Context: an optimization exercise on an open-source flow, tuned for small area and few clock cycles. The choices shown serve that exercise and are no tape-out recipe.
Function was checked by simulation only, so behaviour that the tests miss may differ from the original.

File: flow/flow/run.sh
#!/bin/bash
# Own flow: the standard layout (standard.sh, all steps unchanged), except that the
# input and output ports are buffered with sky130_fd_sc_hd__buf_1 cells instead of the
# resizer's default buffer cell. Every port still gets its own buffer.
set -euo pipefail
W=$(pwd)
cp config.mk config_own.mk
echo 'export BUFFER_PORTS_ARGS = -buffer_cell sky130_fd_sc_hd__buf_1' >> config_own.mk
sed "s#DESIGN_CONFIG=[^ ]*#DESIGN_CONFIG=$W/config_own.mk#" standard.sh > standard_own.sh
bash standard_own.sh > standard_own.log 2>&1
File: flow/standard.sh
#!/bin/bash
# synth_recipe.tcl (not shown) runs the flow's synth.tcl, then flattens the netlist and writes it again
# the make line also repeats each setting of config.mk as NAME=value (left out here)
make -C /OpenROAD-flow-scripts/flow DESIGN_CONFIG=/design/flow/config.mk WORK_HOME=/design/flow/orfs CLKGATE_MAP_FILE= SYNTH_SCRIPT=/design/flow/synth_recipe.tcl "${@:-finish}"
File: flow/config.mk
export PLATFORM = sky130hd
export DESIGN_NAME = mfc_codec
export DESIGN_NICKNAME = mfc_codec
export VERILOG_FILES = /design/flow/design.v
export SDC_FILE = /design/flow/constraint.sdc
export NUM_CORES = 4
export LEC_CHECK = 0
export CAP_MARGIN = 20
export CORE_MARGIN = 2
export CORE_UTILIZATION = 70
export CTS_CLUSTER_DIAMETER = 80
export CTS_CLUSTER_SIZE = 28
export SLEW_MARGIN = 20
File: flow/constraint.sdc
create_clock -name core_clock -period 15.0 [get_ports {clk}]
set_input_delay 3.0000 -clock core_clock [delete_from_list [all_inputs] [get_ports {clk}]]
set_output_delay 3.0000 -clock core_clock [all_outputs]
set_load 0.01 [all_outputs]
File: flow/design.v
module mfc_codec (
    input  wire        clk,
    input  wire        rst,           
    input  wire        cmd_valid,
    output wire        cmd_ready,
    input  wire [95:0] cmd_word,
    input  wire        din_valid,
    output wire        din_ready,
    input  wire [7:0]  din_data,
    output wire        val_valid,
    input  wire        val_ready,
    output wire [63:0] val_data,
    output wire        done,
    output wire [3:0]  done_code,
    output wire [3:0]  done_sub,
    output wire [31:0] done_res,
    output wire        rx_valid,
    output wire [16:0] rx_len,
    output wire        rsp_valid,
    output wire        rsp_trail,
    output reg  [15:0] rsp_tid,
    output reg  [15:0] rsp_pid,
    output reg  [15:0] rsp_len,
    output reg  [7:0]  rsp_unit,
    output reg  [7:0]  rsp_fc,
    output reg  [7:0]  rsp_bc
);
    localparam OP_RESET  = 8'h01;
    localparam OP_LOADF  = 8'h20;
    localparam OP_DECODE = 8'h21;
    localparam OP_VALUES = 8'h28;
    localparam OP_VALUE  = 8'h29;
    localparam C_OK        = 4'd0;
    localparam C_MALFORMED = 4'd3;
    localparam C_STRUCT    = 4'd4;
    localparam C_RANGE     = 4'd5;
    localparam C_ILLEGAL   = 4'd10;
    localparam C_PRECOND   = 4'd11;
    localparam RXKEEP = 263;
    localparam K_RESET  = 3'd0;
    localparam K_LOAD   = 3'd1;
    localparam K_DECODE = 3'd2;
    localparam K_VALUES = 3'd3;
    localparam K_VALUE  = 3'd4;
    localparam K_ERR    = 3'd5;        
    localparam K_VOOR   = 3'd6;        
    localparam QD = 8;                 
    localparam QA = 3;
    reg [63:0]           ra [0:30];     
    reg [63:0]           rb [0:30];     
    reg [47:0]           ra31;          
    reg [47:0]           rb31;          
    reg [71:0]           hdr;           
    reg [55:0]           stg;           
    reg                  inj_pend;      
    reg                  inj_dual;      
    reg [4:0]            inj_row;
    reg [4:0]            brot;          
    reg [4:0]            arot;          
    reg                  xfer_req;      
    reg                  xfer_act;      
    reg [2:0]            xfer_cnt;
    reg [2:0]            q_kind [0:QD-1];
    reg [2:0]            q_type [0:QD-1];
    reg [6:0]            q_idx  [0:QD-1];
    reg [QA-1:0]         q_wp, q_rp;
    reg [QA:0]           q_cnt;
    reg                  ld_pend;       
    reg                  ld_busy;       
    reg [16:0]           ld_total;
    reg [16:0]           ld_cnt;
    reg                  ld_last;       
    reg                  dec_pend;      
    reg [6:0]            vcur;          
    reg                  dec_adj;       
    reg                  last_load;     
    reg                  rxv;
    reg [16:0]           rxl;
    reg                  rspv;
    reg                  trail;
    reg                  rdone;
    reg [3:0]            rcode;
    reg [3:0]            rsub;
    reg [16:0]           rres;
    wire [7:0]  op       = cmd_word[95:88];
    wire [2:0]  c_type   = cmd_word[82:80];
    wire [15:0] c_index  = cmd_word[79:64];
    wire [23:0] c_nbytes = cmd_word[23:0];
    wire op_known = (op == OP_RESET) || (op == OP_LOADF) || (op == OP_DECODE) ||
                    (op == OP_VALUES) || (op == OP_VALUE);
    reg resv_bad;
    always @(*) begin
        case (op)
            OP_LOADF:  resv_bad = |cmd_word[87:24];
            OP_VALUES: resv_bad = (|cmd_word[87:83]) || (|cmd_word[79:64]) || (|cmd_word[63:0]);
            OP_VALUE:  resv_bad = (|cmd_word[87:83]) || (|cmd_word[63:0]);
            default:   resv_bad = |cmd_word[87:0];
        endcase
    end
    reg [2:0] c_kind;
    reg [2:0] c_tfield;                    
    always @(*) begin
        c_tfield = c_type;
        if (!op_known) begin
            c_kind = K_ERR; c_tfield = 3'd0;
        end else if (resv_bad) begin
            c_kind = K_ERR; c_tfield = 3'd1;
        end else if (op == OP_RESET)
            c_kind = K_RESET;
        else if (op == OP_LOADF && c_nbytes > 24'd65541) begin
            c_kind = K_ERR; c_tfield = 3'd2;
        end else if (op == OP_LOADF)
            c_kind = K_LOAD;
        else if (op == OP_DECODE)
            c_kind = K_DECODE;
        else if (op == OP_VALUES)
            c_kind = K_VALUES;
        else if (|c_index[15:7])
            c_kind = K_VOOR;
        else
            c_kind = K_VALUE;
    end
    wire       h_valid = (q_cnt != 0);
    wire [2:0] h_kind  = q_kind[q_rp];
    wire [2:0] h_type  = q_type[q_rp];
    wire [6:0] h_idx   = q_idx[q_rp];
    function [7:0] chunk_count(input [2:0] t, input [7:0] bc);
        case (t)
            3'd0, 3'd1:       chunk_count = {1'b0, bc[7:1]};
            3'd2, 3'd3, 3'd4: chunk_count = {2'b0, bc[7:2]};
            default:          chunk_count = {3'b0, bc[7:3]};
        endcase
    endfunction
    wire [7:0] h_count = chunk_count(h_type, rsp_bc);
    wire       h_isval = (h_kind == K_VALUES) || (h_kind == K_VALUE) || (h_kind == K_VOOR);
    wire       h_inrange = (h_kind == K_VALUES) ? (h_count != 8'd0) :
                           (h_kind == K_VALUE)  ? ({1'b0, h_idx} < h_count) : 1'b0;
    wire       v_hold;
    wire       v_active = h_valid && !rdone && !v_hold && h_isval && rspv && h_inrange;
    wire [6:0] v_chunk  = (h_kind == K_VALUES) ? vcur : h_idx;
    wire       v_last   = (h_kind == K_VALUE) || ({1'b0, vcur} == h_count - 8'd1);
    wire [8:0] d_idx    = ld_cnt[8:0] - 9'd9;             
    wire       in_hdr   = (ld_cnt < 17'd9);
    wire       in_data  = !in_hdr && (ld_cnt < RXKEEP);
    wire [2:0] d_lane   = d_idx[2:0];
    wire [4:0] d_row    = d_idx[7:3];
    wire       in_ring  = in_data && (d_row != 5'd31);
    wire       full_end = in_ring && (d_lane == 3'd7);
    wire       part_end = in_ring && (d_lane != 3'd7) && ld_last;
    function [4:0] inc31(input [4:0] a);
        inc31 = (a == 5'd30) ? 5'd0 : a + 5'd1;
    endfunction
    wire [4:0] brot1    = inc31(brot);
    wire       slot_row = (d_row == 5'd0) || (brot1 == {d_row[1:0], d_row[4:2]});
    wire       slot_inj = (inj_row == 5'd0) || (brot1 == {inj_row[1:0], inj_row[4:2]});
    wire       inj_part = inj_pend && slot_inj;
    wire       din_ok   = !in_data ||
                          (!inj_pend && !xfer_req && !xfer_act && (!full_end || slot_row));
    assign din_ready = ld_busy && din_ok;
    wire       din_take = din_valid && ld_busy && din_ok;
    wire       inj_full = din_take && full_end;
    wire       inj_now  = inj_full || inj_part;
    wire [4:0] inj_rnow = inj_full ? d_row : inj_row;
    wire       ld_fin   = din_take && ld_last;
    wire       dec_ok;
    wire       xfer_go  = ((dec_now && dec_ok) || xfer_req) && !xfer_act;
    wire       inj_to_a = inj_part && (inj_dual || xfer_go);
    wire       ld_ready = !ld_busy || ld_fin;
    wire h_go     = h_valid;
    wire dec_now  = h_go && (h_kind == K_DECODE);
    wire load_now = h_go && (h_kind == K_LOAD) && ld_ready;
    wire rst_now  = h_go && (h_kind == K_RESET);
    wire h_retire = h_go && (
                        (h_kind == K_LOAD) ? ld_ready :
                        h_isval            ? (!(rspv && h_inrange) || (v_active && val_ready && v_last)) :
                        1'b1);
    wire crec     = h_retire && (h_kind != K_DECODE);      
    wire ld_free  = (!ld_pend || load_now) &&
                    (!dec_pend || dec_now || (load_now && dec_adj));
    assign cmd_ready = ((q_cnt != QD) || h_retire) &&
                       !(c_kind == K_LOAD && !ld_free) &&
                       !(c_kind == K_DECODE && dec_pend);
    wire q_push = cmd_valid && cmd_ready;
    reg [3:0]  ccode, csub;
    reg [16:0] cres;
    always @(*) begin
        ccode = C_OK; csub = 4'd0; cres = 17'd0;
        if (h_kind == K_LOAD)
            cres = ld_total;
        else if (h_kind == K_RESET)
            ;
        else if (!h_isval) begin
            ccode = C_ILLEGAL;
            csub  = {1'b0, h_type};
        end else if (!rspv) begin
            ccode = C_PRECOND; csub = 4'd2;
        end else if (!h_inrange) begin
            ccode = (h_kind == K_VALUES) ? C_OK : C_RANGE;
        end else
            cres = (h_kind == K_VALUE) ? 17'd1 : {9'd0, h_count};
    end
    assign done      = rdone;
    assign done_code = rcode;
    assign done_sub  = rsub;
    assign done_res  = {15'd0, rres};
    assign rx_valid  = rxv;
    assign rx_len    = rxl;
    assign rsp_valid = rspv;
    assign rsp_trail = trail;
    wire [7:0]  f_bc   = hdr[8*8 +: 8];
    wire [15:0] f_len  = {hdr[8*4 +: 8], hdr[8*5 +: 8]};
    wire [16:0] f_need = {1'b0, f_len} + 17'd6;
    wire [16:0] f_avail = rxl - 17'd9;
    wire        f_short = rxl < 17'd9;
    wire        f_lenbad = rxl != f_need;
    wire        f_bcbad  = f_avail < {9'b0, f_bc};
    assign      dec_ok   = rxv && !f_short && !f_lenbad && !f_bcbad;
    wire t_w2 = (h_type == 3'd0) || (h_type == 3'd1);
    wire t_w4 = (h_type == 3'd2) || (h_type == 3'd3) || (h_type == 3'd4);
    wire [4:0] rowsel = t_w2 ? v_chunk[6:2] : t_w4 ? v_chunk[5:1] : v_chunk[4:0];
    wire [4:0] f_sel = {rowsel[1:0], rowsel[4:2]};
    wire [4:0] rpos  = (arot >= f_sel) ? arot - f_sel : arot - f_sel - 5'd1;    
    wire [63:0] R = (rowsel == 5'd31) ? {16'd0, ra31} : ra[rpos];
    assign v_hold = xfer_req || (xfer_act && (rowsel != 5'd31) && (rpos[2:0] >= xfer_cnt)) ||
                    (inj_pend && inj_dual && (rowsel == inj_row));
    wire [7:0] b0 = R[7:0],   b1 = R[15:8],  b2 = R[23:16], b3 = R[31:24];
    wire [7:0] b4 = R[39:32], b5 = R[47:40], b6 = R[55:48], b7 = R[63:56];
    reg [15:0] r2;
    always @(*) begin
        case (v_chunk[1:0])
            2'd0: r2 = {b0, b1};
            2'd1: r2 = {b2, b3};
            2'd2: r2 = {b4, b5};
            default: r2 = {b6, b7};
        endcase
    end
    wire [31:0] r4 = v_chunk[0] ? {b4, b5, b6, b7} : {b0, b1, b2, b3};
    wire [63:0] r8 = {b0, b1, b2, b3, b4, b5, b6, b7};
    reg [63:0] v_word;
    always @(*) begin
        case (h_type)
            3'd0:    v_word = {{48{r2[15]}}, r2};
            3'd1:    v_word = {48'd0, r2};
            3'd2:    v_word = {{32{r4[31]}}, r4};
            3'd3,
            3'd4:    v_word = {32'd0, r4};
            default: v_word = r8;
        endcase
    end
    assign val_valid = v_active;
    assign val_data  = v_word;
    wire [63:0] inj_data = {inj_full ? din_data : 8'd0, stg};
    integer p;
    always @(posedge clk) begin
        rb[0] <= inj_now ? inj_data : rb[30];
        for (p = 1; p < 31; p = p + 1)
            rb[p] <= rb[p-1];
        for (p = 0; p < 31; p = p + 1)
            ra[p] <= (p == 0 && inj_to_a) ? inj_data :
                     ((xfer_go || xfer_act) && (p % 8 == 0)) ? rb[(p+30) % 31] : ra[(p+30) % 31];
    end
    integer k;
    always @(posedge clk) begin
        if (rst) begin
            rdone     <= 1'b0;
            rcode     <= 4'd0;
            rsub      <= 4'd0;
            rres      <= 17'd0;
            rxv       <= 1'b0;
            rxl       <= 17'd0;
            rspv      <= 1'b0;
            trail     <= 1'b0;
            q_wp      <= {QA{1'b0}};
            q_rp      <= {QA{1'b0}};
            q_cnt     <= {(QA+1){1'b0}};
            ld_pend   <= 1'b0;
            ld_busy   <= 1'b0;
            ld_total  <= 17'd0;
            ld_cnt    <= 17'd0;
            ld_last   <= 1'b0;
            dec_pend  <= 1'b0;
            dec_adj   <= 1'b0;
            last_load <= 1'b0;
            vcur      <= 7'd0;
            inj_pend  <= 1'b0;
            inj_dual  <= 1'b0;
            inj_row   <= 5'd0;
            brot      <= 5'd0;
            arot      <= 5'd0;
            xfer_req  <= 1'b0;
            xfer_act  <= 1'b0;
            xfer_cnt  <= 3'd0;
        end else begin
            brot <= inc31(brot);
            arot <= inc31(arot);
            rdone <= 1'b0;
            if (crec) begin
                rdone <= 1'b1; rcode <= ccode; rsub <= csub; rres <= cres;
            end
            if (h_retire)
                q_rp <= q_rp + 1'b1;
            if (v_active && val_ready)
                vcur <= v_last ? 7'd0 : vcur + 7'd1;
            if (rst_now) begin
                rxv   <= 1'b0;
                rxl   <= 17'd0;
                rspv  <= 1'b0;
                trail <= 1'b0;
            end
            if (load_now) begin
                rxv     <= 1'b1;
                rxl     <= ld_total;
                ld_pend <= 1'b0;
            end
            if (dec_now) begin
                dec_pend <= 1'b0;
                rdone <= 1'b1; rsub <= 4'd0; rres <= 17'd0;
                if (!rxv) begin
                    rcode <= C_PRECOND; rsub <= 4'd1;
                end else begin
                    rspv  <= 1'b0;
                    trail <= 1'b0;
                    if (f_short)
                        rcode <= C_MALFORMED;
                    else if (f_lenbad)
                        rcode <= C_STRUCT;
                    else if (f_bcbad) begin
                        rcode <= C_STRUCT; rsub <= 4'd1;
                    end else begin
                        rsp_tid  <= {hdr[8*0 +: 8], hdr[8*1 +: 8]};
                        rsp_pid  <= {hdr[8*2 +: 8], hdr[8*3 +: 8]};
                        rsp_len  <= f_len;
                        rsp_unit <= hdr[8*6 +: 8];
                        rsp_fc   <= hdr[8*7 +: 8];
                        rsp_bc   <= f_bc;
                        xfer_req <= xfer_act;
                        inj_dual <= inj_pend && !inj_part;
                        trail    <= f_avail > {9'b0, f_bc};
                        rspv     <= 1'b1;
                        rcode    <= C_OK;
                        rres     <= {9'd0, f_bc};
                    end
                end
            end
            if (din_take) begin
                for (k = 0; k < 9; k = k + 1)
                    if (ld_cnt == k)
                        hdr[8*k +: 8] <= din_data;
                for (k = 0; k < 7; k = k + 1)
                    if (in_ring && d_lane == k)
                        stg[8*k +: 8] <= din_data;
                for (k = 0; k < 6; k = k + 1)
                    if (in_data && d_row == 5'd31 && d_lane == k)
                        rb31[8*k +: 8] <= din_data;
                ld_cnt  <= ld_cnt + 17'd1;
                ld_last <= (ld_cnt + 17'd2 == ld_total);
                if (ld_fin)
                    ld_busy <= 1'b0;
            end
            if (inj_part) begin
                inj_pend <= 1'b0;
                inj_dual <= 1'b0;
            end
            if (inj_now && inj_rnow == 5'd0)
                brot <= 5'd0;
            if (din_take && part_end) begin
                inj_pend <= 1'b1;
                inj_row  <= d_row;
            end
            if (xfer_act) begin
                xfer_cnt <= xfer_cnt + 3'd1;
                if (xfer_cnt == 3'd7)
                    xfer_act <= 1'b0;
            end
            if (xfer_go) begin
                if (xfer_req && !dec_now)
                    xfer_req <= 1'b0;
                xfer_act <= 1'b1;
                xfer_cnt <= 3'd1;
                arot     <= brot1;
                ra31     <= rb31;
            end
            if (inj_to_a && inj_row == 5'd0)
                arot <= 5'd0;
            if (q_push) begin
                q_kind[q_wp] <= c_kind;
                q_type[q_wp] <= c_tfield;
                q_idx[q_wp]  <= c_index[6:0];
                q_wp <= q_wp + 1'b1;
                last_load <= (c_kind == K_LOAD);
                if (c_kind == K_LOAD) begin
                    ld_pend  <= 1'b1;
                    ld_total <= c_nbytes[16:0];
                    ld_cnt   <= 17'd0;
                    ld_busy  <= |c_nbytes[16:0];
                    ld_last  <= (c_nbytes[16:0] == 17'd1);
                end
                if (c_kind == K_DECODE) begin
                    dec_pend <= 1'b1;
                    dec_adj  <= last_load && ld_pend && !load_now;
                end
            end
            q_cnt <= q_cnt + (q_push ? 1'b1 : 1'b0) - (h_retire ? 1'b1 : 1'b0);
        end
    end
endmodule
==> flow_summary.ini, run 1 <==
[status]
run_status = no timing/DRC/antenna violations

[sta]
achievable-frequency_mhz = 67.4
hold_violation_count_in_the_final_report = 0
maxSlewViolCount = 0
worst_pin_slew_ps = 1350
timing.hold.ws_ps = 305
timing.max_slew.rel_slack_pct = 9.64
final_min_period_over_clock_period_pct = 98.9
grt_setup_unrepaired = false
final.setup.tns_ps = 0
final_period_minus_worst_setup_slack_ps = 14840
report.final.setup_viol = 0
finClkSkew_ps = 52.6

[setup_path]
critPathTopFamily = simple AND/OR/NAND/NOR gates
worstSetupEndpointType = output port
critical_path_peak_fanout = 26
critPathMaxStageDelay_ps = 1030
start_kind = register
criticalPathCategory = register to output port
worst_path_max_delay_cell = sky130_fd_sc_hd__a21oi_1
worst-path-buf-inv = 4
worstPathArrival_ps = 11840
worst-endpoint-required_ps = 12000

[layout]
multi_input_area_mm2 = 0.0258
flow.area_growth_from_synthesis_pct = 8.14
n_fill_cell = 10400
numnets_final = 9374
design_area_mm2 = 0.131
post_route_cells_drive_above_1_share_pct = 7.67
regArea_mm2 = 0.0940

[global_routing]
grt_util_all_layers_pct = 41.4
grt_antenna_before_repair = 30
grt_pass1_wl_um = 518000
first_global_vias = 73200
largest_net_degree_at_the_start_of_global_routing = 144
grt_overflow = 0

[drt]
drt-pass1-iter-count = 9
detail_route.iter0.violations = 11800
detail_route.wl_per_cell_um = 32.0
detail-route-antenna-nets = 0
dr_total_vias = 76100
drc = 0
route.final.wire_length_um = 373000
post_drt_via_cell_ratio = 6.52

[synthesis]
syn_avg_cell_area_um2 = 13.6
synth_cell_type_count = 124
netlist_top_cells_count = 4095 x sky130_fd_sc_hd__dfxtp_1, 1093 x sky130_fd_sc_hd__nand2_1, 400 x sky130_fd_sc_hd__edfxtp_1
number_of_synthesized_flops_with_an_enable_pin = 400
yosysSeqAreaShare_pct = 77.4
async_reset_ff_share_pct = 0
netlist_area_mm2 = 0.121
post_synth_inst_count = 8921
synthTopCellsByArea = sky130_fd_sc_hd__dfxtp_1 68%, sky130_fd_sc_hd__edfxtp_1 9.9%, sky130_fd_sc_hd__nand2_1 3.4%, sky130_fd_sc_hd__a22oi_1 2.0%, sky130_fd_sc_hd__mux2_2 0.94%
synth_flop_cell = sky130_fd_sc_hd__dfxtp_1
synthMostInstantiatedCell = sky130_fd_sc_hd__dfxtp_1
synth_seq_cells = 4495
synthDominantCellAreaShare_pct = 67.5
ys_warn_count = 3
synthDominantAreaCellType = sky130_fd_sc_hd__dfxtp_1

[placement]
placed_cell_area_mm2 = 0.126
io_buffers = 292
hpwlAfterDp_um = 234000
place_congestion = 1.02

[floorplanning]
fp-row-count = 152
die_h_um = 421
design.die.area_mm2 = 0.177
coreArea_mm2 = 0.172
top_level_ports = 309
initial_core_util_pct = 70.6
floorplan.die.width_um = 421

[cts]
cts.sinks = 4495
cts-buffers-inserted = 185
h-tree-depth = 4
clk_path_buf_depth = 3
worstSkewPairLatency_ps = 890
cts_hold_buffers = 0
cts_tree = built
clk_root_buffer_cell = sky130_fd_sc_hd__clkbuf_16
cts.reportedPaths.clkPinSlew_ps = 110
cts_resized = 0
setup_bufs_post_cts = 0

[job]
cap_viol_max_count = 0

[min_path]
hold_path.startpoint = rb[6][11]
timing.hold.worst.class = register to register
## registers in the layout, summed over array words and instances, names as in the netlist, 16 cells and up, named ones only
register / flops
ra: 1984
rb: 1984
hdr: 72
q_idx: 56
stg: 56
ra31: 48
rb31: 48
q_kind: 24
q_type: 24
ld_cnt: 17
ld_total: 17
rres: 17
rxl: 17
rsp_len: 16
rsp_pid: 16
rsp_tid: 16
## layer usage
layer  share of wire (%)  global-route usage [%]  wire, um  up-vias
met5               0.056                       0       208        -
met4                 7.6                    27.0     28300       24
met3                  13                    12.2     46800     1401
met2                  43                    60.2    159000     5738
met1                  37                    54.2    139000    37000
li1                    -                       -         -    32000
## worst paths after layout
| kind | slack (ps) | cells after the start | to |
|---|---|---|---|
| max | 160 | 25 | val_data[53] |
| min | 310 | 0 | rb[7][11] |
| max reg2reg | 5330 | 29 | q_cnt[2] |
| min reg2reg | 310 | 0 | rb[7][11] |
## cells in the final DEF (no fill, tap or decap), drive strengths merged, types with 16 or more instances in the layout
| cell type | count |
|---|---|
| nand3 | 153 |
| o21ai | 142 |
| o2111ai | 25 |
| edfxtp | 400 |
| nand4 | 100 |
| ha | 49 |
| o211ai | 62 |
| nor4 | 59 |
| a211oi | 37 |
| a31oi | 100 |
| xor2 | 41 |
| xnor2 | 61 |
| mux4 | 26 |
| a221oi | 126 |
| diode | 38 |
| and3 | 41 |
| a22o | 118 |
| conb | 16 |
| a22oi | 333 |
| nand2 | 1098 |
| a2111oi | 25 |
| mux2 | 105 |
| nor2 | 307 |
| a21o | 17 |
| a221o | 35 |
| dfxtp | 4095 |
| a21oi | 215 |
| inv | 81 |
| and2 | 49 |
| nor3 | 92 |
| o22ai | 21 |
| a222oi | 103 |
| mux2i | 89 |
| buf | 494 |
| clkbuf | 265 |
| a32oi | 32 |
| o221ai | 18 |
## cells by family after synthesis
family / Yosys count / synth area share, %
AND/OR/NAND/NOR: 2006 / 7.39
AO/OA/AOI/OAI: 1565 / 9.83
XOR/XNOR: 106 / 0.816
multiplexers: 220 / 2.23
buffers and inverters: 475 / 1.78
flip-flops: 4495 / 77.4
adder cells (fa/ha/maj): 53 / 0.555
other: 1 / 0.00309
## layout make-up
type | instances | share of cell area, %
Clock inverter | 27 | 0.338
Sequential cell | 4495 | 71.6
Multi-Input combinational cell | 3966 | 19.7
Timing Repair Buffer | 500 | 2.21
Antenna cell | 38 | 0.0724
Tap cell | 2310 | 2.20
Clock buffer | 259 | 3.77
Inverter | 66 | 0.191
## stage by stage
stage	util (%)	worst slack, ps	cells
finish	76.4	158	11700
CTS	76.3	735	11600
detailed placement	73.2	1730	11300
global placement	73.2	1820	11300
floorplan	-	5220	8936
global route	76.3	180	11600
Testbench counts, summed over its fixed seeds: cycles 13,326.
==> run 2, diff against run 1 <==
--- a/flow/design.v
+++ b/flow/design.v
@@ -49,7 +49,6 @@
     reg [63:0]           ra [0:30];     
     reg [63:0]           rb [0:30];     
     reg [47:0]           ra31;          
-    reg [47:0]           rb31;          
     reg [71:0]           hdr;           
     reg [55:0]           stg;           
     reg                  inj_pend;      
@@ -347,11 +346,8 @@
                     if (ld_cnt == k)
                         hdr[8*k +: 8] <= din_data;
                 for (k = 0; k < 7; k = k + 1)
-                    if (in_ring && d_lane == k)
+                    if (in_data && d_lane == k)
                         stg[8*k +: 8] <= din_data;
-                for (k = 0; k < 6; k = k + 1)
-                    if (in_data && d_row == 5'd31 && d_lane == k)
-                        rb31[8*k +: 8] <= din_data;
                 ld_cnt  <= ld_cnt + 17'd1;
                 ld_last <= (ld_cnt + 17'd2 == ld_total);
                 if (ld_fin)
@@ -378,7 +374,7 @@
                 xfer_act <= 1'b1;
                 xfer_cnt <= 3'd1;
                 arot     <= brot1;
-                ra31     <= rb31;
+                ra31     <= stg[47:0];
             end
             if (inj_to_a && inj_row == 5'd0)
                 arot <= 5'd0;
--- a/flow/config.mk
+++ b/flow/config.mk
@@ -7,7 +7,7 @@
 export LEC_CHECK = 0
 export CAP_MARGIN = 20
 export CORE_MARGIN = 2
-export CORE_UTILIZATION = 70
+export CORE_UTILIZATION = 55
 export CTS_CLUSTER_DIAMETER = 80
 export CTS_CLUSTER_SIZE = 28
 export SLEW_MARGIN = 20
==> run 2 against run 1 <==
Net effect:
- synthesized cell count fell by 3.4%
- hold slack improved by 7.0 ps
- register-to-register slack lost 1500 ps
- fmax grew 3.8%
- critical endpoint is now val_data[11]
- largest cell class unchanged
- highest routed layer unchanged
==> flow_summary.ini, run 2 <==
[status]
run_status = no timing/DRC/antenna violations

[sta]
achievable-frequency_mhz = 69.9
grt_setup_unrepaired = false
timing.hold.ws_ps = 312
finClkSkew_ps = 67.5
final.setup.tns_ps = 0
postLayoutSetupSlackWorst_ps = 698
final_min_period_over_clock_period_pct = 95.3
hold_violation_count_in_the_final_report = 0
report.final.setup_viol = 0
worst_pin_slew_ps = 1230
timing.max_slew.rel_slack_pct = 17.9
final_period_minus_worst_setup_slack_ps = 14300
maxSlewViolCount = 0

[synthesis]
synth_flop_cell = sky130_fd_sc_hd__dfxtp_1
synthDominantAreaCellType = sky130_fd_sc_hd__dfxtp_1
netlist_area_mm2 = 0.120
post_synth_inst_count = 8614
synthDominantCellAreaShare_pct = 68.1
ys_warn_count = 3
netlist_top_cells_count = 4095 x sky130_fd_sc_hd__dfxtp_1, 532 x sky130_fd_sc_hd__nand2_1, 352 x sky130_fd_sc_hd__edfxtp_1
synthTopCellsByArea = sky130_fd_sc_hd__dfxtp_1 68%, sky130_fd_sc_hd__edfxtp_1 8.8%, sky130_fd_sc_hd__mux2_2 2.6%, sky130_fd_sc_hd__a22oi_1 2.1%, sky130_fd_sc_hd__nand2_1 1.7%
synthMostInstantiatedCell = sky130_fd_sc_hd__dfxtp_1
synth_seq_cells = 4447
number_of_synthesized_flops_with_an_enable_pin = 352
yosysSeqAreaShare_pct = 76.8
syn_avg_cell_area_um2 = 14.0
async_reset_ff_share_pct = 0
synth_cell_type_count = 117

[layout]
layout_common_cells = 4095 x sky130_fd_sc_hd__dfxtp_1, 529 x sky130_fd_sc_hd__nand2_1, 352 x sky130_fd_sc_hd__edfxtp_1, 341 x sky130_fd_sc_hd__a21oi_1, 327 x sky130_fd_sc_hd__a22oi_1
multi_input_area_mm2 = 0.0263
regArea_mm2 = 0.0925
numnets_final = 9064
final_common_cell = sky130_fd_sc_hd__dfxtp_1
post_route_cells_drive_above_1_share_pct = 9.47
n_fill_cell = 17100
flow.area_growth_from_synthesis_pct = 8.69
top_regs = ra (1984), rb (1984), hdr (72)

[global_routing]
largest_net_degree_at_the_start_of_global_routing = 113
grt_util_all_layers_pct = 30.8
grt_pass1_wl_um = 492000
first_global_vias = 67600
grt_antenna_before_repair = 19
grt_overflow = 0

[setup_path]
timing.rr.end = q_cnt[2]
worstSetupEndpointType = output port
crit_path_frequent_cell = sky130_fd_sc_hd__buf_4
endpoint = val_data[11]
ff2ff_path_depth = 33
critPathMaxStageDelay_ps = 970
criticalPathCategory = register to output port
start_kind = register
worst_path_max_delay_cell = sky130_fd_sc_hd__fa_1
critical_path_peak_fanout = 33
ff2ff_setup_slack_ps = 3860
worstPathArrival_ps = 11300
worst-endpoint-required_ps = 12000

[floorplanning]
die_h_um = 472
initial_core_util_pct = 55.4
design.die.area_mm2 = 0.223
fp-row-count = 171
coreArea_mm2 = 0.217
floorplan.die.width_um = 472
top_level_ports = 309

[drt]
route.final.wire_length_um = 351000
dr_total_vias = 70200
detail_route.iter0.violations = 7550
detail_route.wl_per_cell_um = 29.5
drc = 0
post_drt_via_cell_ratio = 5.91
detail-route-antenna-nets = 0
drt-pass1-iter-count = 6

[cts]
cts.reportedPaths.clkPinSlew_ps = 100
worstSkewPairLatency_ps = 940
cts-buffers-inserted = 184
setup_bufs_post_cts = 0
clk_root_buffer_cell = sky130_fd_sc_hd__clkbuf_16
cts_tree = built
cts_resized = 0
h-tree-depth = 4
cts.sinks = 4447
cts_hold_buffers = 0
clk_path_buf_depth = 3

[placement]
place_congestion = 0.947
hpwlAfterDp_um = 225000
dp_slack_ps = 1820
io_buffers = 292

[min_path]
timing.hold.worst.class = register to register

[job]
cap_viol_max_count = 0
==> run 2: per-layer routing <==
| layer | GRT usage [%] | part of all wire, % |
|---|---|---|
| met1 | 42.2 | 42 |
| met2 | 47.7 | 45 |
| met3 | 4.60 | 7.5 |
| met4 | 15.8 | 5.8 |
| met5 | 0 | 0.0091 |
==> run 2: critical path, delay by kind of cell (launching register included) <==
kind / cells / cell delay [ps]
AO/OA/AOI/OAI: 8 / 2810
AND/OR/NAND/NOR: 8 / 2250
multiplexers: 3 / 1130
buffers and inverters: 5 / 1790
adder cells (fa/ha/maj): 3 / 1570
flip-flops: 1 / 780
==> run 2: logic make-up after synthesis <==
kind of cell             count (synthesis)  share of synthesized area, %
AND/OR/NAND/NOR                       1392                          5.39
buffers and inverters                  473                          1.70
flip-flops                            4447                          76.8
AO/OA/AOI/OAI                         1631                          9.88
adder cells (fa/ha/maj)                 52                         0.551
other                                    1                       0.00311
XOR/XNOR                               120                         0.930
multiplexers                           498                          4.69
==> run 2: final cells by class <==
cell class	instances	area share (%)
multi-input cells	3709	20.1
flip-flops and latches	4447	70.7
inverters	77	0.221
repair buffers	485	2.14
clock buffers	247	3.73
clock inverters	33	0.355
diodes	19	0.0363
well taps	2854	2.73
==> run 2: worst min path at each step <==
stage / startpoint / end / slack [ps] / cells past startpoint
final: rb[19][7] / rb[20][7] / 310 / 0
after global routing: ra[1][23] / ra[2][23] / 310 / 0
after CTS: ra[13][55] / ra[14][55] / 300 / 0
after detailed placement: rb[22][37] / rb[23][37] / 310 / 0
after global placement: rb[14][5] / rb[15][5] / 310 / 0
after floorplan: rb[9][0] / rb[10][0] / 310 / 0
==> run 2: per-stage QoR <==
step | util, % | instances | instance area, um^2
final | 60.2 | 11900 | 131000
after global placement | 57.7 | 11600 | 125000
after global routing | 60.2 | 11900 | 131000
after floorplan | - | 8629 | 120000
after detailed placement | 57.7 | 11600 | 125000
after CTS | 60.2 | 11900 | 131000
Testbench counts of run 2, summed over its fixed seeds: cycles 13,326.
==> run 3, diff against run 2 <==
--- a/flow/design.v
+++ b/flow/design.v
@@ -120,9 +120,12 @@
             c_kind = K_VALUE;
     end
     wire       h_valid = (q_cnt != 0);
-    wire [2:0] h_kind  = q_kind[q_rp];
-    wire [2:0] h_type  = q_type[q_rp];
-    wire [6:0] h_idx   = q_idx[q_rp];
+    reg  [2:0] hd_kind, hd_type;
+    reg  [6:0] hd_idx;
+    wire [2:0] h_kind  = hd_kind;
+    wire [2:0] h_type  = hd_type;
+    wire [6:0] h_idx   = hd_idx;
+    wire [QA-1:0] q_rp1 = q_rp + 1'b1;
     function [7:0] chunk_count(input [2:0] t, input [7:0] bc);
         case (t)
             3'd0, 3'd1:       chunk_count = {1'b0, bc[7:1]};
@@ -397,6 +400,15 @@
                 end
             end
             q_cnt <= q_cnt + (q_push ? 1'b1 : 1'b0) - (h_retire ? 1'b1 : 1'b0);
+            if (q_push && (q_cnt == 0 || (q_cnt == 1 && h_retire))) begin
+                hd_kind <= c_kind;
+                hd_type <= c_tfield;
+                hd_idx  <= c_index[6:0];
+            end else if (h_retire && q_cnt > 1) begin
+                hd_kind <= q_kind[q_rp1];
+                hd_type <= q_type[q_rp1];
+                hd_idx  <= q_idx[q_rp1];
+            end
         end
     end
 endmodule
==> run 3 against run 2 <==
Net effect:
- fmax is 4.3% higher
- first-iteration DRC count is 25% higher
- sequential share of layout area down 0.35 points
- largest cell class unchanged
==> flow_summary.ini, run 3 <==
[status]
run_status = no timing/DRC/antenna violations

[drt]
route.final.wire_length_um = 394000
met2_length_um = 165000
top_layer = met5
detail-route-antenna-nets = 0
drt-pass1-iter-count = 9
post_drt_via_cell_ratio = 6.02
dr_total_vias = 74800
drc = 0
detail_route.iter0.violations = 9459
met1Wirelength_um = 161000
met3RoutedLength_um = 40700
detail_route.wl_per_cell_um = 31.7

[sta]
finClkSkew_ps = 53.5
postLayoutSetupSlackWorst_ps = 1290
final_period_minus_worst_setup_slack_ps = 13710
achievable-frequency_mhz = 73.0
maxSlewViolCount = 0
grt_setup_unrepaired = false
final.setup.tns_ps = 0
hold_violation_count_in_the_final_report = 0
worst_pin_slew_ps = 1280
timing.max_slew.rel_slack_pct = 14.6
final_min_period_over_clock_period_pct = 91.4
report.final.setup_viol = 0

[placement]
io_buffers = 292
place_congestion = 1.02
dp_slack_ps = 2380
hpwlAfterDp_um = 257000

[synthesis]
post_synth_xor_xnor_area_pct = 0.843
netlist_area_mm2 = 0.121
post_synth_inst_count = 9152
syn_avg_cell_area_um2 = 13.2
async_reset_ff_share_pct = 0
synth_seq_cells = 4457
post_synth_fa_ha_maj_area_fraction_pct = 0.550
synthTopCellsByArea = sky130_fd_sc_hd__dfxtp_1 68%, sky130_fd_sc_hd__edfxtp_1 9.1%, sky130_fd_sc_hd__nand2_1 3.8%, sky130_fd_sc_hd__a22oi_1 1.9%, sky130_fd_sc_hd__a21oi_1 1.2%
synth_cell_type_count = 109
number_of_synthesized_flops_with_an_enable_pin = 365
synth_area_in_simple_gates_pct = 8.28
synthDominantAreaCellType = sky130_fd_sc_hd__dfxtp_1
synth_mux_area_share_pct = 2.46
synth-compound-area-share_pct = 9.31
synthMostInstantiatedCell = sky130_fd_sc_hd__dfxtp_1
yosysSeqAreaShare_pct = 76.8
ys_warn_count = 3
largest_family_of_logic_cells_by_synthesized_area = compound AO/OA/AOI/OAI gates
netlist_top_cells_count = 4092 x sky130_fd_sc_hd__dfxtp_1, 1236 x sky130_fd_sc_hd__nand2_1, 365 x sky130_fd_sc_hd__edfxtp_1
synthDominantCellAreaShare_pct = 67.7
synth_flop_cell = sky130_fd_sc_hd__dfxtp_1

[cts]
cts_tree = built
h-tree-depth = 4
cts.sinks = 4457
worstSkewPairLatency_ps = 910
cts.reportedPaths.clkPinSlew_ps = 100
cts-buffers-inserted = 185
cts_resized = 0
setup_bufs_post_cts = 0
clk_root_buffer_cell = sky130_fd_sc_hd__clkbuf_16
cts_hold_buffers = 0
clk_path_buf_depth = 3

[setup_path]
crit_path_cell_trace = nand3b_1, a2111oi_0, a221o_1, inv_1, ha_1, fa_1, ha_1, inv_1, or4_1, o21a_1, a21oi_4, clkinv_2, o21ai_2, buf_4, nor2_4, a2111o_1, or4_1, o22ai_2, o22ai_1, o211ai_4, buf_4, o221ai_1, buf_1
critical_path_peak_fanout = 32
worst-path-buf-inv = 6
criticalPathCategory = register to output port
worstSetupEndpointType = output port
critPathMaxStageDelay_ps = 980
worst_path_max_delay_cell = sky130_fd_sc_hd__fa_1
worst-endpoint-required_ps = 12000
worstPathArrival_ps = 10710
critPathTopFamily = compound AO/OA/AOI/OAI gates
start_kind = register

[floorplanning]
coreArea_mm2 = 0.219
fp-row-count = 172
design.die.area_mm2 = 0.224
die_h_um = 473
floorplan.die.width_um = 473
top_level_ports = 309
initial_core_util_pct = 55.2

[layout]
n_fill_cell = 17500
flow.area_growth_from_synthesis_pct = 9.16
post_route_cells_drive_above_1_share_pct = 7.76
regArea_mm2 = 0.0929
layout_common_cells = 4091 x sky130_fd_sc_hd__dfxtp_1, 1233 x sky130_fd_sc_hd__nand2_1, 365 x sky130_fd_sc_hd__edfxtp_1, 313 x sky130_fd_sc_hd__a22oi_1, 287 x sky130_fd_sc_hd__a21oi_1
multi_input_area_mm2 = 0.0267
numnets_final = 9592
top_regs = ra (1984), rb (1984), hdr (72)
final_common_cell = sky130_fd_sc_hd__dfxtp_1

[job]
cap_viol_max_count = 0

[global_routing]
first_global_vias = 71600
grt_overflow = 0
grt_pass1_wl_um = 543000
grt_antenna_before_repair = 24
largest_net_degree_at_the_start_of_global_routing = 113
grt_util_all_layers_pct = 34.4

[min_path]
timing.hold.worst.class = register to register
## run 3: cell types whose count changed in the layout (fill, tap and decap cells not counted), sizes merged, moves of 41 or more
cell and delta:
nand2 +703, mux2 -168, a22o +41, and3 +42, a222oi -46, a21oi -53, mux2i -95
## run 3: worst paths after layout
check / end / depth (start not counted) / slack [ps] / start
hold / removal: rb[17][58] / 0 / 320 / rb[16][58]
setup / recovery: val_data[21] / 23 / 1290 / hd_kind[2]
setup reg to reg: hd_type[2] / 23 / 5420 / hd_kind[2]
hold reg to reg: rb[17][58] / 0 / 320 / rb[16][58]
## run 3: per-stage QoR
stage | instances | hold WS [ps] | instance area (um^2) | utilization [%]
final | 12400 | 315 | 132000 | 60.3
after floorplan | 9167 | 310 | 121000 | -
after global placement | 12100 | 310 | 126000 | 57.7
after global routing | 12400 | 307 | 132000 | 60.2
after detailed placement | 12100 | 312 | 126000 | 57.7
after CTS | 12400 | 305 | 132000 | 60.2
## run 3: logic make-up (layout without fill, tap and decap cells)
logic type / after synthesis / after routing
xor+xnor: 110 / 110
buf+inv: 503 / 869
compound gates: 1543 / 1543
mux: 242 / 242
flops: 4457 / 4457
other cells: 1 / 33
fa+ha+maj: 52 / 52
simple gates: 2244 / 2244
## run 3: layout make-up
cell class / count / share of cell area, %
tap: 2871 / 2.72
inverter: 62 / 0.179
clock inverter: 35 / 0.471
antenna: 17 / 0.0322
sequential: 4457 / 70.4
timing repair buffer: 518 / 2.25
clock buffer: 254 / 3.77
multi-input combinational: 4207 / 20.2
## run 3: routing by layer
metal  global-route usage [%]  up-vias
met1                     46.4    36900
met2                     50.4     4362
met3                     8.92     1084
met5                        0        -
li1                         -    32500
met4                     19.5       14
Testbench counts of run 3, summed over its fixed seeds: cycles 13,326.
==> run 4, diff against run 3 <==
--- a/flow/design.v
+++ b/flow/design.v
@@ -120,12 +120,9 @@
             c_kind = K_VALUE;
     end
     wire       h_valid = (q_cnt != 0);
-    reg  [2:0] hd_kind, hd_type;
-    reg  [6:0] hd_idx;
-    wire [2:0] h_kind  = hd_kind;
-    wire [2:0] h_type  = hd_type;
-    wire [6:0] h_idx   = hd_idx;
-    wire [QA-1:0] q_rp1 = q_rp + 1'b1;
+    wire [2:0] h_kind  = q_kind[q_rp];
+    wire [2:0] h_type  = q_type[q_rp];
+    wire [6:0] h_idx   = q_idx[q_rp];
     function [7:0] chunk_count(input [2:0] t, input [7:0] bc);
         case (t)
             3'd0, 3'd1:       chunk_count = {1'b0, bc[7:1]};
@@ -176,7 +173,6 @@
                         (h_kind == K_LOAD) ? ld_ready :
                         h_isval            ? (!(rspv && h_inrange) || (v_active && val_ready && v_last)) :
                         1'b1);
-    wire crec     = h_retire && (h_kind != K_DECODE);      
     wire ld_free  = (!ld_pend || load_now) &&
                     (!dec_pend || dec_now || (load_now && dec_adj));
     assign cmd_ready = ((q_cnt != QD) || h_retire) &&
@@ -191,6 +187,18 @@
             cres = ld_total;
         else if (h_kind == K_RESET)
             ;
+        else if (h_kind == K_DECODE) begin
+            if (!rxv) begin
+                ccode = C_PRECOND; csub = 4'd1;
+            end else if (f_short)
+                ccode = C_MALFORMED;
+            else if (f_lenbad)
+                ccode = C_STRUCT;
+            else if (f_bcbad) begin
+                ccode = C_STRUCT; csub = 4'd1;
+            end else
+                cres = {9'd0, f_bc};
+        end
         else if (!h_isval) begin
             ccode = C_ILLEGAL;
             csub  = {1'b0, h_type};
@@ -263,11 +271,13 @@
     end
     integer k;
     always @(posedge clk) begin
+        rcode <= ccode;
+        rsub  <= csub;
+        rres  <= cres;
+    end
+    always @(posedge clk) begin
         if (rst) begin
             rdone     <= 1'b0;
-            rcode     <= 4'd0;
-            rsub      <= 4'd0;
-            rres      <= 17'd0;
             rxv       <= 1'b0;
             rxl       <= 17'd0;
             rspv      <= 1'b0;
@@ -295,10 +305,7 @@
         end else begin
             brot <= inc31(brot);
             arot <= inc31(arot);
-            rdone <= 1'b0;
-            if (crec) begin
-                rdone <= 1'b1; rcode <= ccode; rsub <= csub; rres <= cres;
-            end
+            rdone <= h_retire;
             if (h_retire)
                 q_rp <= q_rp + 1'b1;
             if (v_active && val_ready)
@@ -316,19 +323,10 @@
             end
             if (dec_now) begin
                 dec_pend <= 1'b0;
-                rdone <= 1'b1; rsub <= 4'd0; rres <= 17'd0;
-                if (!rxv) begin
-                    rcode <= C_PRECOND; rsub <= 4'd1;
-                end else begin
+                if (rxv) begin
                     rspv  <= 1'b0;
                     trail <= 1'b0;
-                    if (f_short)
-                        rcode <= C_MALFORMED;
-                    else if (f_lenbad)
-                        rcode <= C_STRUCT;
-                    else if (f_bcbad) begin
-                        rcode <= C_STRUCT; rsub <= 4'd1;
-                    end else begin
+                    if (dec_ok) begin
                         rsp_tid  <= {hdr[8*0 +: 8], hdr[8*1 +: 8]};
                         rsp_pid  <= {hdr[8*2 +: 8], hdr[8*3 +: 8]};
                         rsp_len  <= f_len;
@@ -339,8 +337,6 @@
                         inj_dual <= inj_pend && !inj_part;
                         trail    <= f_avail > {9'b0, f_bc};
                         rspv     <= 1'b1;
-                        rcode    <= C_OK;
-                        rres     <= {9'd0, f_bc};
                     end
                 end
             end
@@ -400,15 +396,6 @@
                 end
             end
             q_cnt <= q_cnt + (q_push ? 1'b1 : 1'b0) - (h_retire ? 1'b1 : 1'b0);
-            if (q_push && (q_cnt == 0 || (q_cnt == 1 && h_retire))) begin
-                hd_kind <= c_kind;
-                hd_type <= c_tfield;
-                hd_idx  <= c_index[6:0];
-            end else if (h_retire && q_cnt > 1) begin
-                hd_kind <= q_kind[q_rp1];
-                hd_type <= q_type[q_rp1];
-                hd_idx  <= q_idx[q_rp1];
-            end
         end
     end
 endmodule
==> run 4 against run 3 <==
Net effect:
- highest routed layer unchanged
- non-clock buffer count down 60
- largest cell class unchanged
- die area down 1.7%
- area after synthesis down 1.7%
- critical path depth up 3
- global-route usage down 2.2 points
- sequential share of layout area up 1.2 points
- setup slack worse by 490 ps
- synthesized cell count down 9.5%
- via count down 6.7%
- design area down 2.0%
==> flow_summary.ini, run 4 <==
[placement]
dp_slack_ps = 1940
hpwlAfterDp_um = 232000
io_buffers = 292
placed_cell_area_mm2 = 0.124
dpl.cell_count = 11200
place_congestion = 1.02

[cts]
clk_path_buf_depth = 3
h-tree-depth = 4
setup_bufs_post_cts = 0
clk_root_buffer_cell = sky130_fd_sc_hd__clkbuf_16
cts.sinks = 4447
cts-buffers-inserted = 184
cts_hold_buffers = 0
worstSkewPairLatency_ps = 900
cts.reportedPaths.clkPinSlew_ps = 100
cts_tree = built
cts_resized = 0

[drt]
drc = 0
post_drt_via_cell_ratio = 6.06
drt-pass1-iter-count = 7
detail_route.iter0.violations = 9438
detail-route-antenna-nets = 0
dr_total_vias = 69800
route.final.wire_length_um = 363000
detail_route.wl_per_cell_um = 31.5

[synthesis]
syn_avg_cell_area_um2 = 14.4
synthDominantAreaCellType = sky130_fd_sc_hd__dfxtp_1
synthMostInstantiatedCell = sky130_fd_sc_hd__dfxtp_1
async_reset_ff_share_pct = 0
yosysSeqAreaShare_pct = 77.8
post_synth_inst_count = 8281
netlist_area_mm2 = 0.119
synth_flop_cell = sky130_fd_sc_hd__dfxtp_1
number_of_synthesized_flops_with_an_enable_pin = 352
synthTopCellsByArea = sky130_fd_sc_hd__dfxtp_1 69%, sky130_fd_sc_hd__edfxtp_1 8.9%, sky130_fd_sc_hd__mux2_2 2.6%, sky130_fd_sc_hd__a22oi_1 2.5%, sky130_fd_sc_hd__mux2i_1 1.3%
ys_warn_count = 3
synth_cell_type_count = 114
synthDominantCellAreaShare_pct = 68.9
netlist_top_cells_count = 4095 x sky130_fd_sc_hd__dfxtp_1, 399 x sky130_fd_sc_hd__a22oi_1, 391 x sky130_fd_sc_hd__nand2_1
synth_seq_cells = 4447

[global_routing]
grt_overflow = 0
grt_antenna_before_repair = 32
largest_net_degree_at_the_start_of_global_routing = 124
grt_util_all_layers_pct = 32.2
first_global_vias = 65900
grt_pass1_wl_um = 498000

[layout]
post-route-util_pct = 60.2
top_regs = ra (1984), rb (1984), hdr (72)
layout_common_cells = 4095 x sky130_fd_sc_hd__dfxtp_1, 399 x sky130_fd_sc_hd__a22oi_1, 388 x sky130_fd_sc_hd__nand2_1, 352 x sky130_fd_sc_hd__edfxtp_1, 283 x sky130_fd_sc_hd__buf_1
flow.area_growth_from_synthesis_pct = 8.79
final_common_cell = sky130_fd_sc_hd__dfxtp_1
post_route_cells_drive_above_1_share_pct = 9.67
post_layout_nonfiller_instances = 11500
design_area_mm2 = 0.129
numnets_final = 8730

[floorplanning]
die_h_um = 469
top_level_ports = 309
fp-row-count = 170
design.die.area_mm2 = 0.220
coreArea_mm2 = 0.215
initial_core_util_pct = 55.4
floorplan.die.width_um = 469

[setup_path]
criticalPathCategory = register to output port
critPathMaxStageDelay_ps = 910
worst-path-buf-inv = 7
worstPathArrival_ps = 11200
worst-endpoint-required_ps = 12000
critical_path_peak_fanout = 28
start_kind = register
worst_path_max_delay_cell = sky130_fd_sc_hd__fa_1
worstSetupEndpointType = output port
crit_path_frequent_cell = sky130_fd_sc_hd__buf_4
critPathTopFamily = compound AO/OA/AOI/OAI gates

[sta]
report.final.setup_viol = 0
final_period_minus_worst_setup_slack_ps = 14200
hold_violation_count_in_the_final_report = 0
grt_setup_unrepaired = false
maxSlewViolCount = 0
final_min_period_over_clock_period_pct = 94.7
achievable-frequency_mhz = 70.4
worst_pin_slew_ps = 1350
postLayoutSetupSlackWorst_ps = 798
final.setup.tns_ps = 0
finClkSkew_ps = 43.8
timing.max_slew.rel_slack_pct = 9.88

[job]
cap_viol_max_count = 0

[status]
run_status = no timing/DRC/antenna violations

[min_path]
timing.hold.worst.class = register to register
## run 4: path summary, 6_finish.rpt
| kind | slack [ps] | endpoint | start | cells after the start |
|---|---|---|---|---|
| worst max register to register | 5210 | q_kind[6][1] | register | 23 |
| worst min-delay path | 320 | rb[19][19] | rb[18][19] | 0 |
| worst max-delay path | 800 | val_data[6] | register | 26 |
| worst min register to register | 320 | rb[19][19] | rb[18][19] | 0 |
## run 4: cells by family after synthesis
| family | Yosys count | share of synthesized area [%] |
|---|---|---|
| AO/OA/AOI/OAI | 1519 | 9.61 |
| XOR/XNOR | 116 | 0.880 |
| adder cells (fa/ha/maj) | 52 | 0.560 |
| buffers and inverters | 424 | 1.56 |
| flip-flops | 4447 | 77.8 |
| multiplexers | 451 | 4.32 |
| other | 1 | 0.00315 |
| AND/OR/NAND/NOR | 1271 | 5.25 |
## run 4: through the flow
| stage | hold slack, ps |
|---|---|
| after CTS | 323 |
| after detailed placement | 312 |
| after global placement | 309 |
| final | 317 |
| after global routing | 324 |
| after floorplan | 310 |
## run 4: area by class of cell
cell class | instances | area [um^2]
fill | 16800 | 85500
inverter | 53 | 199
clock buffer | 251 | 5010
antenna | 20 | 50.0
tap | 2838 | 3550
multi-input combinational | 3425 | 25000
clock inverter | 33 | 453
sequential | 4447 | 92500
timing repair buffer | 458 | 2540
## run 4: worst reg2reg max path: cells and delay by family (launching register included)
family / cells / cell delay [ps]
and+or+nand+nor: 8 / 2650
muxes: 2 / 970
AOI/OAI and AO/OA: 8 / 3570
buffers and inverters: 3 / 830
adders and majority gates: 2 / 1160
DFF: 1 / 320
## run 4: routing by layer
layer / vias up / part of all wire, % / GRT usage (%)
met2: 4176 / 42 / 46.7
li1: 30100 / - / -
met1: 34500 / 41 / 43.9
met4: 4 / 6.7 / 18.3
met3: 1042 / 10 / 8.44
met5: - / 0.044 / 0
Testbench counts of run 4, summed over its fixed seeds: cycles 13,326.

-- static timing again, ports no longer ideal --
No port has a modelled driver above. Below, the same layouts with a new extraction and two added sets of constraints.
Step 1 sets driving cells, clkbuf_16 on the clock port and buf_2 on the other inputs (assumed; they add their load-dependent delay and slew).
Step 2, shift: input delay + t, output delay - t, t = (earliest + latest rising clock arrival at the registers) / 2. This alone moves slack from input paths to output paths.
a / b / c = no drivers / after step 1 / after step 2; a / b = the first two.
run | t, ns | setup slack, ns | clock arrival spread, ns
run 1 | 0.953 | 0.158 / 0.067 / 1.020 | 0.070 / 0.070
run 2 | 0.986 | 0.698 / 0.615 / 1.601 | 0.068 / 0.068
run 3 | 0.984 | 1.293 / 1.188 / 2.173 | 0.055 / 0.055
run 4 | 0.982 | 0.798 / 0.697 / 1.679 | 0.046 / 0.046
After both steps setup and hold are still met in every run listed.
